Background: an optimization exercise with open tools, aiming at small area, a short achievable clock period and few clock cycles. Do not read the settings as production practice. The RTL was checked by simulation tests, not by an equivalence proof against the original design.

## flow/design.v (module list and top-level ports; edited modules follow where they fit)
// module modarith_engine: 4465 lines
module modarith_engine (
    input  wire        clk,
    input  wire        rst,
    input  wire        start,
    input  wire [2:0]  op,
    input  wire        b52,
    input  wire [63:0] a,
    input  wire [63:0] b,
    input  wire [63:0] c,
    input  wire [63:0] q,
    output wire        ready,
    output reg         done,
    output wire [63:0] result,
    output reg  [2:0]  err_code,
    output reg  [7:0]  err_cause,
    output reg  [1:0]  err_index
);
  // ...
==> flow/run.sh <==
#!/bin/bash
# synth_recipe.tcl (not shown) runs the flow's synth.tcl, then flattens the netlist and writes it again
# the make line also repeats each setting of config.mk as NAME=value (left out here)
make -C /OpenROAD-flow-scripts/flow DESIGN_CONFIG=/design/flow/config.mk WORK_HOME=/design/flow/orfs CLKGATE_MAP_FILE= SYNTH_SCRIPT=/design/flow/synth_recipe.tcl finish
==> flow/config.mk <==
export PLATFORM = sky130hd
export DESIGN_NAME = modarith_engine
export DESIGN_NICKNAME = modarith_engine
export VERILOG_FILES = /design/flow/design.v
export SDC_FILE = /design/flow/constraint.sdc
export NUM_CORES = 8
export LEC_CHECK = 0
export CAP_MARGIN = 20
export CORE_MARGIN = 2
export CORE_UTILIZATION = 40
export PLACE_DENSITY = 0.55
export SETUP_SLACK_MARGIN = 5
export SLEW_MARGIN = 20
export TNS_END_PERCENT = 5
==> flow/constraint.sdc <==
create_clock -name core_clock -period 12.0 [get_ports {clk}]
set_input_delay 2.4000 -clock core_clock [delete_from_list [all_inputs] [get_ports {clk}]]
set_output_delay 2.4000 -clock core_clock [all_outputs]
set_load 0.01 [all_outputs]
==> flow_summary.html, run 1 <==
<table>
<tr><th>Metric</th><th>Value</th></tr>
<tr><th colspan="2">Logic synthesis</th></tr>
<tr><td>Ys async rst share</td><td>0%</td></tr>
<tr><td>Count of unique library cells instantiated by Yosys</td><td>121</td></tr>
<tr><td>Seq cells post-synth</td><td>538</td></tr>
<tr><td>Post-Synth Simple-Gate Area</td><td>18.27%</td></tr>
<tr><td>Total number of yosys warnings</td><td>1</td></tr>
<tr><td>Most instantiated cells after synthesis</td><td>1280 x sky130_fd_sc_hd__inv_1, 987 x sky130_fd_sc_hd__nand2_1, 912 x sky130_fd_sc_hd__nor2_1</td></tr>
<tr><th colspan="2">Final layout</th></tr>
<tr><td>Layout clock buffers</td><td>109</td></tr>
<tr><td>Count of inverters other than clock inverters in the layout</td><td>1290</td></tr>
<tr><td>Area taken by multi-input logic gates</td><td>60460 sq um</td></tr>
<tr><td>Share of cell area taken by multi-input logic gates</td><td>64.54%</td></tr>
<tr><td>Most frequent cells in the layout</td><td>1259 x sky130_fd_sc_hd__inv_1, 973 x sky130_fd_sc_hd__nand2_1, 884 x sky130_fd_sc_hd__nor2_1</td></tr>
<tr><td>End-of-flow core utilization</td><td>47.36%</td></tr>
<tr><td>Biggest cell category by area in the final layout</td><td>multi-input combinational cells</td></tr>
<tr><td>ClkCell Share</td><td>2.934%</td></tr>
<tr><th colspan="2">Global route</th></tr>
<tr><td>Maximum number of pins on one net before global-route repair</td><td>94</td></tr>
<tr><td>Total congestion overflow after global routing</td><td>0</td></tr>
<tr><td>Met3 track demand over resource</td><td>17.07%</td></tr>
<tr><th colspan="2">STA</th></tr>
<tr><td>Fmax</td><td>109.3 MHz</td></tr>
<tr><td>Period Utilization, post-route</td><td>76.27%</td></tr>
<tr><td>Slew @ Worst Pin</td><td>1.377 ns</td></tr>
<tr><td>Sum of negative setup slack</td><td>0 ns</td></tr>
<tr><td>Final worst slack</td><td>2.847 ns</td></tr>
<tr><th colspan="2">Clock tree</th></tr>
<tr><td>CTS tree</td><td>yes</td></tr>
<tr><td>Setup bufs post-CTS</td><td>121</td></tr>
<tr><td>Clock insertion delay at the later pin of the skew report</td><td>0.79 ns</td></tr>
<tr><td>TritonCTS buffer count</td><td>82</td></tr>
<tr><th colspan="2">Placed design</th></tr>
<tr><td>Number of cells in the design after placement</td><td>12270</td></tr>
<tr><td>Count of input and output buffers</td><td>338</td></tr>
<tr><th colspan="2">Min path</th></tr>
<tr><td>Min-delay src</td><td>B[14]$_DFFE_PP_</td></tr>
<tr><th colspan="2">Route</th></tr>
<tr><td>1st-iter DRT viols</td><td>12460</td></tr>
<tr><td>Number of DRC violations after detailed routing</td><td>0</td></tr>
<tr><td>Average vias per placed instance</td><td>6.553</td></tr>
<tr><td>First-pass iteration count of the detailed router</td><td>11</td></tr>
<tr><th colspan="2">Setup path</th></tr>
<tr><td>Series of cell instances along the critical path</td><td>nor4_2, nand2_1, a311oi_2, o31ai_2, and3_2, nor2_4, buf_4, buf_4, a21oi_1, o211ai_1, nand4_2, o21ai_2, inv_2, ha_1, and4_1, o31ai_1, o21ai_1, mux2_2, a22oi_1</td></tr>
<tr><td>Critical-path maximum fanout</td><td>34</td></tr>
<tr><td>Crit Path Class</td><td>register to register</td></tr>
<tr><th colspan="2">Floorplanning</th></tr>
<tr><td>Chip width</td><td>450.7 um</td></tr>
<tr><th colspan="2">Status</th></tr>
<tr><td>Status</td><td>no timing/DRC/antenna violations</td></tr>
<tr><th colspan="2">Run</th></tr>
<tr><td>Max-cap violation count</td><td>0</td></tr>
</table>
Testbench counts, summed over its fixed seeds: cycles 78,843.
==> run 2, diff against run 1 <==
--- a/flow/design.v
+++ b/flow/design.v
@@ -44,17 +44,17 @@
     reg  [W-1:0] S, C;
     reg  [3:0]   dreg;         
     reg  [1:0]   dsel;         
     reg  [64:0]  QA;
     reg  [1:0]   qp;           
     reg  [5:0]   cnt;
     reg  [5:0]   ecnt;
     reg  [1:0]   xsel;
-    reg          m3, m4, qfix, enorm, fchk, fbad, ovf;
+    reg          m3, m4, qfix, arot, enorm, fchk, fbad, ovf;
     reg  [2:0]   pw;
     reg          first, win;
     reg  [1:0]   ph;
     reg  [7:0]   dxt;
     reg  [7:0]   mu_lo;
     assign ready  = (state == ST_IDLE);
     assign result = Cc;
     function [6:0] lzc64(input [63:0] x);
@@ -4199,34 +4199,34 @@
     reg  [63:0]  A_n, B_n, Cc_n, Q_n;
     reg  [5:0]   s_n;
     reg  [3:0]   dreg_n;
     reg  [1:0]   dsel_n;
     reg  [64:0]  QA_n;
     reg  [1:0]   qp_n;
     reg  [5:0]   cnt_n, ecnt_n;
     reg  [1:0]   xsel_n;
-    reg          m3_n, m4_n, qfix_n, enorm_n, fchk_n, fbad_n, ovf_n, first_n, win_n;
+    reg          m3_n, m4_n, qfix_n, arot_n, enorm_n, fchk_n, fbad_n, ovf_n, first_n, win_n;
     reg  [63:0]  acc_d;
     reg  [2:0]   pw_n;
     reg  [1:0]   ph_n;
     reg          done_n;
     reg  [2:0]   ec_n;
     reg  [7:0]   ca_n;
     reg  [1:0]   ix_n;
     reg  [11:0]  dxp;
     reg  [W-1:0] S_n, C_n;
     reg          err;
     always @* begin
         state_n = state; op_n = op_r; b52_n = b52_r;
         A_n = A; B_n = B; Cc_n = Cc; Q_n = Q; s_n = s_r;
         dreg_n = dnext; dsel_n = dsel;
         QA_n = 65'd0; qp_n = 2'd0;
         cnt_n = cnt - 6'd1; ecnt_n = ecnt; xsel_n = xsel;
-        m3_n = m3; m4_n = m4; qfix_n = 1'b0; enorm_n = 1'b0; fchk_n = 1'b0;
+        m3_n = m3; m4_n = m4; qfix_n = 1'b0; arot_n = 1'b0; enorm_n = 1'b0; fchk_n = 1'b0;
         first_n = first; win_n = win; acc_d = Rred;
         fbad_n = fbad; ovf_n = ovf;
         pw_n = pw; ph_n = ph;
         done_n = 1'b0;
         ec_n = err_code; ca_n = err_cause; ix_n = err_index;
         rot_in = B; rot_amt = 6'd0;
         md = dnext; mx = X[63:56];
         dxp = mprod;
@@ -4260,63 +4260,73 @@
                 xsel_n  = XS_A;
                 cnt_n   = {2'd0, lzQ[5:2]} + 6'd1;
                 md      = 4'd1 << lzQ[1:0]; mx = A[63:56];
                 pw_n    = P_BASE;
                 first_n = 1'b1; win_n = 1'b0;
                 ph_n    = 2'd0;
                 state_n = ST_LOOP;
                 case (op_r)
-                    OP_MULMOD: state_n = ST_C2;
+                    OP_MULMOD, OP_MULFAC, OP_MULLAZY: state_n = ST_C2;
                     OP_POWMOD, OP_PRTEST: begin
                         enorm_n = 1'b1;
                         if ((op_r == OP_POWMOD) ? (B == 64'd0) : (B[63:1] == 63'd0)) begin
                             Cc_n = (op_r == OP_POWMOD) ? 64'd1 : {63'd0, Q == 64'd2};
                             done_n = 1'b1;
                             state_n = ST_IDLE;
                         end
                     end
-                    OP_MULFAC, OP_MULLAZY:
-                        cnt_n = {2'd0, lzQ[5:2]} + (b52_r ? 6'd14 : 6'd17);
                     default: ;
                 endcase
                 if (op_r[2:1] == 2'b11) begin
                     err = 1'b1; ec_n = 3'd5; ca_n = 8'h01; ix_n = 2'd0;
                 end else if (!qok) begin
                     err = 1'b1; ec_n = 3'd1; ca_n = 8'h10; ix_n = 2'd0;
                 end else if ((op_r == OP_MULMOD || op_r == OP_MULFAC) && AgeQ) begin
                     err = 1'b1; ec_n = 3'd1; ca_n = 8'h11; ix_n = 2'd1;
                 end else if ((op_r == OP_MULMOD && BgeQ) || (op_r == OP_MULLAZY && AgeQ)) begin
                     err = 1'b1; ec_n = 3'd1; ca_n = 8'h11; ix_n = 2'd2;
                 end
                 if (err) begin
                     Cc_n = 64'd0; done_n = 1'b1; state_n = ST_IDLE;
                 end
             end
-            ST_C2: begin    
+            ST_C2: begin
                 rot_in = A; rot_amt = s_r;
                 A_n = rot_out;
-                dsel_n = 2'd1;
-                dreg_n = bnib(B, 6'd15 - {2'd0, s_r[5:2]});
-                cnt_n = 6'd16 - {2'd0, s_r[5:2]};
                 md = dreg_n; mx = rot_out[63:56];
                 state_n = ST_LOOP;
+                if (op_r == OP_MULMOD) begin
+                    dsel_n = 2'd1;
+                    dreg_n = bnib(B, 6'd15 - {2'd0, s_r[5:2]});
+                    cnt_n = 6'd16 - {2'd0, s_r[5:2]};
+                end else begin
+                    dsel_n = 2'd0;
+                    dreg_n = 4'd1;
+                    cnt_n = b52_r ? 6'd14 : 6'd17;
+                end
+                md = dreg_n;
             end
             ST_LOOP: begin
                 if (op_r == OP_POWMOD || op_r == OP_PRTEST) begin
                     QA_n = QA;    
                 end else if (m4) begin
                     QA_n = {QA[60:0], 4'd0};
                 end else begin
                     QA_n = {QA[60:0] + {55'd0, qp, 4'd0}, tq[3:0]};
                     qp_n = tq[5:4];
                 end
-                if (qfix) begin
+                if (qfix) begin    
                     rot_in = Q; rot_amt = 6'd0 - s_r;
                     Q_n = rot_out;
+                    arot_n = 1'b1;
+                end
+                if (arot) begin    
+                    rot_in = A; rot_amt = 6'd0 - s_r;
+                    A_n = rot_out;
                 end
                 if (enorm) begin
                     rot_in = B; rot_amt = lzB[5:0];
                     B_n = rot_out;
                     ecnt_n = 6'd63 - lzB[5:0] - {5'd0, op_r == OP_PRTEST};
                 end
                 if (cnt == 6'd1) state_n = ST_FIN;
                 if (fchk && (fbad || ovf)) begin
@@ -4450,16 +4460,16 @@
             done  <= done_n;
         end
         op_r <= op_n; b52_r <= b52_n;
         A <= A_n; B <= B_n; Cc <= Cc_n; Q <= Q_n; s_r <= s_n;
         S <= S_n;
         C <= C_n;
         dreg <= dreg_n; dsel <= dsel_n; QA <= QA_n; qp <= qp_n;
         cnt <= cnt_n; ecnt <= ecnt_n; xsel <= xsel_n;
-        m3 <= m3_n; m4 <= m4_n; qfix <= qfix_n; enorm <= enorm_n;
+        m3 <= m3_n; m4 <= m4_n; qfix <= qfix_n; arot <= arot_n; enorm <= enorm_n;
         fchk <= fchk_n; fbad <= fbad_n; ovf <= ovf_n;
         pw <= pw_n; ph <= ph_n; first <= first_n; win <= win_n;
         err_code <= ec_n; err_cause <= ca_n; err_index <= ix_n;
         dxt <= dxp[11:4];
         mu_lo <= rom_mu;
     end
 endmodule
==> flow/config.mk (replaced) <==
export PLATFORM = sky130hd
export DESIGN_NAME = modarith_engine
export DESIGN_NICKNAME = modarith_engine
export VERILOG_FILES = /design/flow/design.v
export SDC_FILE = /design/flow/constraint.sdc
export NUM_CORES = 8
export LEC_CHECK = 0
export CAP_MARGIN = 20
export CORE_MARGIN = 2
export CORE_UTILIZATION = 40
export PLACE_DENSITY = 0.65
export SETUP_SLACK_MARGIN = 2
export SLEW_MARGIN = 20
export TNS_END_PERCENT = 5
==> run 2 against run 1 <==
Effect of this change: cell count down 3.0%; register-to-register slack worse by 0.90 ns; die area down 0.25%; critical path depth up 16; sequential share of layout area up 0.71 points; wire length down 7.2%; setup slack worse by 0.90 ns; hold slack worse by 0.062 ns; critical path type unchanged; highest routed layer unchanged.
==> flow_summary.html, run 2 <==
<table>
<tr><th>Metric</th><th>Value</th></tr>
<tr><th colspan="2">STA</th></tr>
<tr><td>Count of final hold-check violations</td><td>0 (unchanged)</td></tr>
<tr><td>Slew Limit Fails</td><td>0 (unchanged)</td></tr>
<tr><td>Slew @ Worst Pin</td><td>1.337 ns (was 1.377 ns)</td></tr>
<tr><td>Period Utilization, post-route</td><td>83.75% (was 76.27%)</td></tr>
<tr><td>Sum of negative setup slack</td><td>0 ns (unchanged)</td></tr>
<tr><td>Worst hold slack</td><td>0.5687 ns (was 0.6312 ns)</td></tr>
<tr><td>Slew HR</td><td>8.333% (was 8.196%)</td></tr>
<tr><td>Shortest period the worst path allows</td><td>10.05 ns (was 9.153 ns)</td></tr>
<tr><td>Unrepaired setup endpoints after global routing</td><td>yes (unchanged)</td></tr>
<tr><td>Fmax</td><td>99.50 MHz (was 109.3 MHz)</td></tr>
<tr><td>Count of endpoints failing setup in the final report</td><td>0 (unchanged)</td></tr>
<tr><td>Maximum clock skew at final layout</td><td>0.04281 ns (was 0.06670 ns)</td></tr>
<tr><th colspan="2">Floorplanning</th></tr>
<tr><td>Height of the die</td><td>450.2 um (was 450.7 um)</td></tr>
<tr><td>Core region area</td><td>197600 sq um (was 197800 sq um)</td></tr>
<tr><td>I/O pin cnt</td><td>342 (unchanged)</td></tr>
<tr><td>Area enclosed by the die boundary</td><td>202600 sq um (was 203100 sq um)</td></tr>
<tr><td>Initial core utilization</td><td>40.29% (was 40.35%)</td></tr>
<tr><td>Row count</td><td>163 (unchanged)</td></tr>
<tr><td>Chip width</td><td>450.2 um (was 450.7 um)</td></tr>
<tr><th colspan="2">Placed design</th></tr>
<tr><td>Detailed placer's ending HPWL</td><td>356.8 mm (was 378.1 mm)</td></tr>
<tr><td>Number of cells in the design after placement</td><td>12060 (was 12270)</td></tr>
<tr><td>Routability-driven placement congestion ratio</td><td>1.088 (was 1.086)</td></tr>
<tr><td>Count of input and output buffers</td><td>338 (unchanged)</td></tr>
<tr><th colspan="2">Setup path</th></tr>
<tr><td>Arr. time, crit path</td><td>10.49 ns (was 9.72 ns)</td></tr>
<tr><td>Crit Path Class</td><td>register to register (unchanged)</td></tr>
<tr><td>Critical-path maximum fanout</td><td>23 (was 34)</td></tr>
<tr><td>Data required time at the worst endpoint</td><td>12.44 ns (was 12.57 ns)</td></tr>
<tr><td>Type of origin of the critical path</td><td>register (unchanged)</td></tr>
<tr><td>Largest stage delay on the critical path</td><td>0.64 ns (was 0.93 ns)</td></tr>
<tr><td>Critical Path Slowest Stage Cell</td><td>sky130_fd_sc_hd__or4_4 (was sky130_fd_sc_hd__o21ai_2)</td></tr>
<tr><td>Library cell appearing most often on the critical path</td><td>sky130_fd_sc_hd__buf_4 (unchanged)</td></tr>
<tr><td>Worst Setup End Kind</td><td>register (unchanged)</td></tr>
<tr><th colspan="2">Logic synthesis</th></tr>
<tr><td>Area share of the largest cell type after synthesis</td><td>21.09% (was 21.07%)</td></tr>
<tr><td>Gate Count Post-Synth</td><td>9416 (was 9602)</td></tr>
<tr><td>Number of enable flip-flop cells after synthesis</td><td>359 (unchanged)</td></tr>
<tr><td>Post-Synth Adder-Cell Area</td><td>26.03% (was 26.07%)</td></tr>
<tr><td>Ys async rst share</td><td>0% (unchanged)</td></tr>
<tr><td>Count of unique library cells instantiated by Yosys</td><td>119 (was 121)</td></tr>
<tr><td>Yosys top cell by area</td><td>sky130_fd_sc_hd__fa_1 (unchanged)</td></tr>
<tr><td>Post-synth design cell area</td><td>79620 sq um (was 79820 sq um)</td></tr>
<tr><td>Main combinational cell family by area after synthesis</td><td>adder cells (unchanged)</td></tr>
<tr><td>Fraction of synthesized area in multiplexers</td><td>7.841% (was 6.270%)</td></tr>
<tr><td>Most instantiated cells after synthesis</td><td>1274 x sky130_fd_sc_hd__inv_1, 902 x sky130_fd_sc_hd__nand2_1, 861 x sky130_fd_sc_hd__nor2_1 (was 1280 x sky130_fd_sc_hd__inv_1, 987 x sky130_fd_sc_hd__nand2_1, 912 x sky130_fd_sc_hd__nor2_1)</td></tr>
<tr><td>Most frequent cell after synthesis</td><td>sky130_fd_sc_hd__inv_1 (unchanged)</td></tr>
<tr><td>Post-Synth Simple-Gate Area</td><td>17.60% (was 18.27%)</td></tr>
<tr><td>Top_reg_cell synth</td><td>sky130_fd_sc_hd__edfxtp_1 (unchanged)</td></tr>
<tr><td>Xor/xnor share of the synthesized area</td><td>3.760% (was 3.742%)</td></tr>
<tr><td>Fraction of the mapped netlist area in compound gates</td><td>17.53% (was 18.50%)</td></tr>
<tr><td>Total number of yosys warnings</td><td>1 (unchanged)</td></tr>
<tr><td>Cell types occupying the most area after synthesis</td><td>sky130_fd_sc_hd__fa_1 21%, sky130_fd_sc_hd__edfxtp_1 14%, sky130_fd_sc_hd__inv_1 6.0% (unchanged)</td></tr>
<tr><td>Synthesized area divided by synthesized cell count</td><td>8.456 sq um (was 8.313 sq um)</td></tr>
<tr><td>Sequential-to-total area share from yosys stat</td><td>18.06% (was 17.99%)</td></tr>
<tr><td>Seq cells post-synth</td><td>539 (was 538)</td></tr>
<tr><th colspan="2">Global route</th></tr>
<tr><td>GR Util All Layers</td><td>42.94% (was 46.30%)</td></tr>
<tr><td>Via count of the first global-routing pass</td><td>76790 (was 80030)</td></tr>
<tr><td>Maximum number of pins on one net before global-route repair</td><td>135 (was 94)</td></tr>
<tr><td>Wire length of the first global-routing pass</td><td>611.5 mm (was 656.1 mm)</td></tr>
<tr><td>Total congestion overflow after global routing</td><td>0 (unchanged)</td></tr>
<tr><td>Number of antenna violations at the first check in global routing</td><td>30 (was 50)</td></tr>
<tr><th colspan="2">Final layout</th></tr>
<tr><td>Largest registers</td><td>C: 72 flops, S: 72 flops, QA: 65 flops (unchanged)</td></tr>
<tr><td>Fin nets</td><td>10950 (was 11310)</td></tr>
<tr><td>Most frequent cells in the layout</td><td>1273 x sky130_fd_sc_hd__inv_1, 891 x sky130_fd_sc_hd__nand2_1, 844 x sky130_fd_sc_hd__nor2_1 (was 1259 x sky130_fd_sc_hd__inv_1, 973 x sky130_fd_sc_hd__nand2_1, 884 x sky130_fd_sc_hd__nor2_1)</td></tr>
<tr><td>Non-filler cells, final</td><td>12250 (was 12630)</td></tr>
<tr><td>Area taken by multi-input logic gates</td><td>58780 sq um (was 60460 sq um)</td></tr>
<tr><td>Synthesis-to-finish area growth</td><td>12.54% (was 17.37%)</td></tr>
<tr><td>Register area</td><td>14400 sq um (about the same)</td></tr>
<tr><td>Final-layout fill cell count</td><td>19410 (was 19540)</td></tr>
<tr><td>Layout cell share with drive strength beyond 1</td><td>8.186% (was 12.69%)</td></tr>
<tr><td>Most common cell after layout, fill and taps aside</td><td>sky130_fd_sc_hd__inv_1 (unchanged)</td></tr>
<tr><th colspan="2">Route</th></tr>
<tr><td>Number of DRC violations after detailed routing</td><td>0 (unchanged)</td></tr>
<tr><td>Final routed wirelength across all metal layers</td><td>452.3 mm (was 487.6 mm)</td></tr>
<tr><td>First-pass iteration count of the detailed router</td><td>9 (was 11)</td></tr>
<tr><td>Average vias per placed instance</td><td>6.468 (was 6.553)</td></tr>
<tr><td>1st-iter DRT viols</td><td>11930 (was 12460)</td></tr>
<tr><td>Detailed-route wire length per cell</td><td>36.92 um (was 38.60 um)</td></tr>
<tr><td>Post-detailed-route count of antenna-violating nets</td><td>0 (unchanged)</td></tr>
<tr><td>Via Count</td><td>79250 (was 82770)</td></tr>
<tr><th colspan="2">Clock tree</th></tr>
<tr><td>TritonCTS buffer count</td><td>77 (was 82)</td></tr>
<tr><td>CTS Buffer Depth</td><td>3 (unchanged)</td></tr>
<tr><td>Clk pin slew, worst setup/hold paths</td><td>0.06 ns (about the same)</td></tr>
<tr><td>Hold buffer count at CTS</td><td>0 (unchanged)</td></tr>
<tr><td>Number of clock sinks</td><td>539 (was 538)</td></tr>
<tr><td>CTS tree</td><td>yes (unchanged)</td></tr>
<tr><td>Clock insertion delay at the later pin of the skew report</td><td>0.76 ns (was 0.79 ns)</td></tr>
<tr><td>H-tree levels</td><td>3 (unchanged)</td></tr>
<tr><td>Root buffer cell</td><td>sky130_fd_sc_hd__clkbuf_16 (unchanged)</td></tr>
<tr><th colspan="2">Status</th></tr>
<tr><td>Status</td><td>no timing/DRC/antenna violations (unchanged)</td></tr>
<tr><th colspan="2">Run</th></tr>
<tr><td>Max-cap violation count</td><td>0 (unchanged)</td></tr>
<tr><th colspan="2">Min path</th></tr>
<tr><td>Worst hold path class</td><td>register to register (unchanged)</td></tr>
</table>
run 2: cell count changes in the layout (fill, tap and decap cells not counted), sizes merged, moves of 62 or more:
cell	previous run	this run
a21oi	579	505
a221oi	99	31
nor3	192	130
and2	421	349
nand2	989	903
and3	48	118
mux2i	287	364
buf	429	263
run 2: cell families after synthesis:
family | after synthesis
XOR/XNOR | 341
other | 1
flip-flops | 539
AO/OA/AOI/OAI | 2042
buffers and inverters | 1865
adder cells (fa/ha/maj) | 1153
AND/OR/NAND/NOR | 2968
multiplexers | 507
run 2: what timing repair did:
action                                 CTS  global route
setup endpoints to repair               82           136
pin swaps                                3             8
cloned                                   0             6
endpoints found under the hold margin    0             0
resized for setup                       32            58
setup buffers                            1            21
run 2: final timing paths:
| kind | startpoint | end | slack (ns) | depth (start not counted) |
|---|---|---|---|---|
| worst min-delay path | qfix$_SDFF_PP0_ | arot$_SDFF_PN0_ | 0.57 | 1 |
| worst max register to register | m3$_DFF_P_ | fbad$_DFFE_PP_ | 1.95 | 35 |
| worst min register to register | qfix$_SDFF_PP0_ | arot$_SDFF_PN0_ | 0.57 | 1 |
| worst max-delay path | m3$_DFF_P_ | fbad$_DFFE_PP_ | 1.95 | 35 |
run 2: routing by layer:
metal | global-route usage [%] | vias to the layer above | wire, um
met5 | 0.6629 | - | 256
met4 | 37.58 | 14 | 50170
met3 | 11.86 | 1559 | 51560
met2 | 62.06 | 5980 | 186400
met1 | 52.38 | 39310 | 164000
li1 | - | 32390 | -
run 2: metrics by stage:
step / util [%] / area [sq um] / setup slack [ns]
2_1_floorplan: - / 79630 / 3.066
4_1_cts: 45.01 / 88940 / 1.909
6_report: 45.34 / 89610 / 1.950
3_3_place_gp: 43.64 / 86240 / 0.3891
5_1_grt: 45.32 / 89560 / 1.928
3_5_place_dp: 43.65 / 86270 / 0.4592
run 2: critical path: cells and delay by family, from the launching register on:
kind | cells | cell delay [ns]
muxes | 1 | 0.27
buffers and inverters | 8 | 1.30
xor gates and xnor gates | 1 | 0.26
DFF | 1 | 0.35
and+or+nand+nor | 15 | 4.86
adders and majority gates | 4 | 1.49
AOI/OAI and AO/OA | 6 | 1.08
run 2: final cells by class:
cell class,count,share of cell area (%)
Multi-Input combinational cell,7016,65.60
Tap cell,2640,3.686
Timing Repair Buffer,604,6.311
Clock inverter,32,0.4217
Clock buffer,108,2.430
Antenna cell,22,0.06144
Sequential cell,539,16.07
Inverter,1291,5.412
Testbench counts of run 2, summed over its fixed seeds: cycles 77,653.
==> run 3, diff against run 2 <==
--- a/flow/config.mk
+++ b/flow/config.mk
@@ -10,5 +10,5 @@
 export CORE_UTILIZATION = 40
 export PLACE_DENSITY = 0.65
-export SETUP_SLACK_MARGIN = 2
+export SETUP_SLACK_MARGIN = 5
 export SLEW_MARGIN = 20
 export TNS_END_PERCENT = 5
==> run 3 against run 2 <==
Effect of this change: still clean; non-clock buffer count is 169 higher; design area is 4.3% higher; setup slack better by 1.2 ns; cell count is 1.4% higher; synthesized area stayed put; synthesized cell count stayed put.
==> flow_summary.html, run 3 <==
<table>
<tr><th>Metric</th><th>Value</th></tr>
<tr><th colspan="2">Status</th></tr>
<tr><td>Status</td><td>no timing/DRC/antenna violations (unchanged)</td></tr>
<tr><th colspan="2">Setup path</th></tr>
<tr><td>Arr. time, crit path</td><td>9.50 ns (was 10.49 ns)</td></tr>
<tr><td>Critical Path Slowest Stage Cell</td><td>sky130_fd_sc_hd__fa_1 (was sky130_fd_sc_hd__or4_4)</td></tr>
<tr><td>Buf+Inv Stages, Crit Path</td><td>5 (was 8)</td></tr>
<tr><td>Worst setup path startpoint</td><td>dxt[1]$_DFF_P_ (was m3$_DFF_P_)</td></tr>
<tr><td>Crit Path Class</td><td>register to register (unchanged)</td></tr>
<tr><td>Library cell appearing most often on the critical path</td><td>sky130_fd_sc_hd__fa_1 (was sky130_fd_sc_hd__buf_4)</td></tr>
<tr><td>Beginning of the worst register-to-register path</td><td>dxt[1]$_DFF_P_ (was m3$_DFF_P_)</td></tr>
<tr><td>Data required time at the worst endpoint</td><td>12.63 ns (was 12.44 ns)</td></tr>
<tr><td>Capture point of the worst path</td><td>S[57]$_DFF_P_ (was fbad$_DFFE_PP_)</td></tr>
<tr><td>Critical-path maximum fanout</td><td>14 (was 23)</td></tr>
<tr><td>Largest stage delay on the critical path</td><td>0.57 ns (was 0.64 ns)</td></tr>
<tr><td>Type of origin of the critical path</td><td>register (unchanged)</td></tr>
<tr><td>R2r setup slk</td><td>3.13 ns (was 1.95 ns)</td></tr>
<tr><td>Logic depth of the worst path, buffers included</td><td>35 (unchanged)</td></tr>
<tr><td>Worst Setup End Kind</td><td>register (unchanged)</td></tr>
<tr><td>Critical path's top delay family</td><td>adder cells (was simple AND/OR/NAND/NOR gates)</td></tr>
<tr><td>Capture instance of the worst register-to-register path</td><td>S[57]$_DFF_P_ (was fbad$_DFFE_PP_)</td></tr>
<tr><td>FF-to-FF path depth</td><td>35 (unchanged)</td></tr>
<tr><th colspan="2">Final layout</th></tr>
<tr><td>Post-route cell area</td><td>93440 sq um (was 89610 sq um)</td></tr>
<tr><td>Layout cell share with drive strength beyond 1</td><td>13.54% (was 8.186%)</td></tr>
<tr><td>Non-filler cells, final</td><td>12430 (was 12250)</td></tr>
<tr><td>Most common cell after layout, fill and taps aside</td><td>sky130_fd_sc_hd__inv_1 (unchanged)</td></tr>
<tr><td>Synthesis-to-finish area growth</td><td>17.35% (was 12.54%)</td></tr>
<tr><td>Most frequent cells in the layout</td><td>1245 x sky130_fd_sc_hd__inv_1, 886 x sky130_fd_sc_hd__nand2_1, 811 x sky130_fd_sc_hd__nor2_1 (was 1273 x sky130_fd_sc_hd__inv_1, 891 x sky130_fd_sc_hd__nand2_1, 844 x sky130_fd_sc_hd__nor2_1)</td></tr>
<tr><td>Largest registers</td><td>C: 72 flops, S: 72 flops, QA: 65 flops (unchanged)</td></tr>
<tr><td>Fin nets</td><td>11120 (was 10950)</td></tr>
<tr><th colspan="2">Clock tree</th></tr>
<tr><td>Clock insertion delay at the later pin of the skew report</td><td>0.78 ns (was 0.76 ns)</td></tr>
<tr><td>TritonCTS buffer count</td><td>78 (was 77)</td></tr>
<tr><td>Root buffer cell</td><td>sky130_fd_sc_hd__clkbuf_16 (unchanged)</td></tr>
<tr><td>Number of clock sinks</td><td>539 (unchanged)</td></tr>
<tr><td>H-tree levels</td><td>3 (unchanged)</td></tr>
<tr><td>Clk pin slew, worst setup/hold paths</td><td>0.07 ns (was 0.06 ns)</td></tr>
<tr><td>CTS Buffer Depth</td><td>3 (unchanged)</td></tr>
<tr><td>CTS tree</td><td>yes (unchanged)</td></tr>
<tr><th colspan="2">Floorplanning</th></tr>
<tr><td>Initial core utilization</td><td>40.29% (unchanged)</td></tr>
<tr><td>Chip width</td><td>450.2 um (unchanged)</td></tr>
<tr><td>Row count</td><td>163 (unchanged)</td></tr>
<tr><td>Area enclosed by the die boundary</td><td>202600 sq um (unchanged)</td></tr>
<tr><td>Core region area</td><td>197600 sq um (unchanged)</td></tr>
<tr><td>I/O pin cnt</td><td>342 (unchanged)</td></tr>
<tr><td>Height of the die</td><td>450.2 um (unchanged)</td></tr>
<tr><th colspan="2">Logic synthesis</th></tr>
<tr><td>Ys async rst share</td><td>0% (unchanged)</td></tr>
<tr><td>Number of enable flip-flop cells after synthesis</td><td>359 (unchanged)</td></tr>
<tr><td>Area share of the largest cell type after synthesis</td><td>21.09% (unchanged)</td></tr>
<tr><td>Sequential-to-total area share from yosys stat</td><td>18.06% (unchanged)</td></tr>
<tr><td>Most instantiated cells after synthesis</td><td>1274 x sky130_fd_sc_hd__inv_1, 902 x sky130_fd_sc_hd__nand2_1, 861 x sky130_fd_sc_hd__nor2_1 (unchanged)</td></tr>
<tr><td>Total number of yosys warnings</td><td>1 (unchanged)</td></tr>
<tr><td>Yosys top cell by area</td><td>sky130_fd_sc_hd__fa_1 (unchanged)</td></tr>
<tr><td>Most frequent cell after synthesis</td><td>sky130_fd_sc_hd__inv_1 (unchanged)</td></tr>
<tr><td>Post-synth design cell area</td><td>79620 sq um (unchanged)</td></tr>
<tr><td>Count of unique library cells instantiated by Yosys</td><td>119 (unchanged)</td></tr>
<tr><td>Top_reg_cell synth</td><td>sky130_fd_sc_hd__edfxtp_1 (unchanged)</td></tr>
<tr><td>Synthesized area divided by synthesized cell count</td><td>8.456 sq um (unchanged)</td></tr>
<tr><td>Gate Count Post-Synth</td><td>9416 (unchanged)</td></tr>
<tr><td>Cell types occupying the most area after synthesis</td><td>sky130_fd_sc_hd__fa_1 21%, sky130_fd_sc_hd__edfxtp_1 14%, sky130_fd_sc_hd__inv_1 6.0% (unchanged)</td></tr>
<tr><td>Seq cells post-synth</td><td>539 (unchanged)</td></tr>
<tr><th colspan="2">STA</th></tr>
<tr><td>Unrepaired setup endpoints after global routing</td><td>yes (unchanged)</td></tr>
<tr><td>Slew HR</td><td>9.716% (was 8.333%)</td></tr>
<tr><td>Sum of negative setup slack</td><td>0 ns (unchanged)</td></tr>
<tr><td>Worst hold slack</td><td>0.6040 ns (was 0.5687 ns)</td></tr>
<tr><td>Count of final hold-check violations</td><td>0 (unchanged)</td></tr>
<tr><td>Slew @ Worst Pin</td><td>1.350 ns (was 1.337 ns)</td></tr>
<tr><td>Count of endpoints failing setup in the final report</td><td>0 (unchanged)</td></tr>
<tr><td>Period Utilization, post-route</td><td>73.88% (was 83.75%)</td></tr>
<tr><td>Slew Limit Fails</td><td>0 (unchanged)</td></tr>
<tr><td>Shortest period the worst path allows</td><td>8.866 ns (was 10.05 ns)</td></tr>
<tr><td>Fmax</td><td>112.8 MHz (was 99.50 MHz)</td></tr>
<tr><td>Maximum clock skew at final layout</td><td>0.05269 ns (was 0.04281 ns)</td></tr>
<tr><th colspan="2">Run</th></tr>
<tr><td>Max-cap violation count</td><td>0 (unchanged)</td></tr>
<tr><th colspan="2">Route</th></tr>
<tr><td>First-pass iteration count of the detailed router</td><td>11 (was 9)</td></tr>
<tr><td>Average vias per placed instance</td><td>6.552 (was 6.468)</td></tr>
<tr><td>Via Count</td><td>81420 (was 79250)</td></tr>
<tr><td>Number of DRC violations after detailed routing</td><td>0 (unchanged)</td></tr>
<tr><td>Detailed-route wire length per cell</td><td>36.91 um (was 36.92 um)</td></tr>
<tr><td>Post-detailed-route count of antenna-violating nets</td><td>0 (unchanged)</td></tr>
<tr><td>Final routed wirelength across all metal layers</td><td>458.6 mm (was 452.3 mm)</td></tr>
<tr><td>1st-iter DRT viols</td><td>12060 (was 11930)</td></tr>
<tr><th colspan="2">Global route</th></tr>
<tr><td>Maximum number of pins on one net before global-route repair</td><td>150 (was 135)</td></tr>
<tr><td>Wire length of the first global-routing pass</td><td>631.1 mm (was 611.5 mm)</td></tr>
<tr><td>Via count of the first global-routing pass</td><td>79680 (was 76790)</td></tr>
<tr><td>Number of antenna violations at the first check in global routing</td><td>34 (was 30)</td></tr>
<tr><td>Total congestion overflow after global routing</td><td>0 (unchanged)</td></tr>
<tr><td>GR Util All Layers</td><td>44.09% (was 42.94%)</td></tr>
<tr><th colspan="2">Min path</th></tr>
<tr><td>Worst hold path class</td><td>register to register (unchanged)</td></tr>
<tr><td>Worst Hold Depth</td><td>1 (unchanged)</td></tr>
<tr><th colspan="2">Placed design</th></tr>
<tr><td>Routability-driven placement congestion ratio</td><td>1.118 (was 1.088)</td></tr>
<tr><td>Count of input and output buffers</td><td>338 (unchanged)</td></tr>
<tr><td>Number of cells in the design after placement</td><td>12080 (was 12060)</td></tr>
<tr><td>Placed instance area</td><td>86390 sq um (was 86270 sq um)</td></tr>
<tr><td>Detailed placer's ending HPWL</td><td>356.2 mm (was 356.8 mm)</td></tr>
</table>
## run 3: final cells by class
| class | count | area (sq um) |
|---|---|---|
| Inverter | 1291 | 4861 |
| Clock buffer | 98 | 2117 |
| Sequential cell | 539 | 14420 |
| Antenna cell | 23 | 57.56 |
| Clock inverter | 45 | 556.8 |
| Timing Repair Buffer | 773 | 7543 |
| Multi-Input combinational cell | 7018 | 60580 |
| Tap cell | 2640 | 3303 |
| Fill cell | 19070 | 104200 |
## run 3: kinds of logic after synthesis
kind of cell	Yosys count	share of synthesized area, %
multiplexers	507	7.841
flip-flops	539	18.06
other	1	0.004710
AND/OR/NAND/NOR	2968	17.60
buffers and inverters	1865	9.171
adder cells (fa/ha/maj)	1153	26.03
XOR/XNOR	341	3.760
AO/OA/AOI/OAI	2042	17.53
## run 3: timing repair
action / CTS / global route
endpoints found under the setup margin: 414 / 218
resized for setup: 539 / 46
hold buffers: 0 / 0
pin swaps: 201 / 41
setup buffers: 161 / 6
gates cloned: 17 / 1
## run 3: how the worst min path moves through the flow
stage / start / to
after floorplan: cnt[0]$_DFF_P_ / cnt[0]$_DFF_P_
after global placement: cnt[0]$_DFF_P_ / cnt[0]$_DFF_P_
after detailed placement: qfix$_SDFF_PP0_ / arot$_SDFF_PN0_
after CTS: qfix$_SDFF_PP0_ / arot$_SDFF_PN0_
after global routing: cnt[0]$_DFF_P_ / cnt[0]$_DFF_P_
final: qfix$_SDFF_PP0_ / arot$_SDFF_PN0_
## run 3: routing by layer
metal / wire [um] / GRT usage, % / vias up
li1: - / - / 32760
met5: 124 / 0 / -
met1: 161500 / 53.01 / 40340
met2: 184700 / 62.18 / 6507
met3: 59620 / 14.83 / 1796
met4: 52670 / 39.77 / 18
## run 3: stage by stage
step	setup WS (ns)	util [%]
floorplan	3.066	-
global placement	1.329	43.68
detailed placement	1.187	43.72
CTS	3.214	47.12
global route	2.801	47.26
finish	3.134	47.28

## static timing again, ports no longer ideal
In the flow no input, the clock included, has a driving cell. The finished layouts below were timed again as built, in two steps. Step 1 sets driving cells, clkbuf_16 on the clock port and buf_2 on the other inputs (assumed; they add their load-dependent delay and slew). Step 2 moves the port delays by t, midway between the first and last clock arrival at a register: inputs arrive t later, outputs are due t later. That takes back most of the time a late clock gives input paths. Three values: no drivers, after step 1, after step 2; two values: the first two.
run | t, ns | slack for setup (ns) | worst setup path at the end | cell pins on the clock port's net
run 1 | 0.849 | 2.847 / 2.847 / 2.847 | register to register | 1
run 2 | 0.837 | 1.950 / 1.950 / 1.950 | register to register | 1
run 3 | 0.841 | 3.134 / 3.134 / 3.134 | register to register | 1
After both steps every run listed still meets setup and hold.
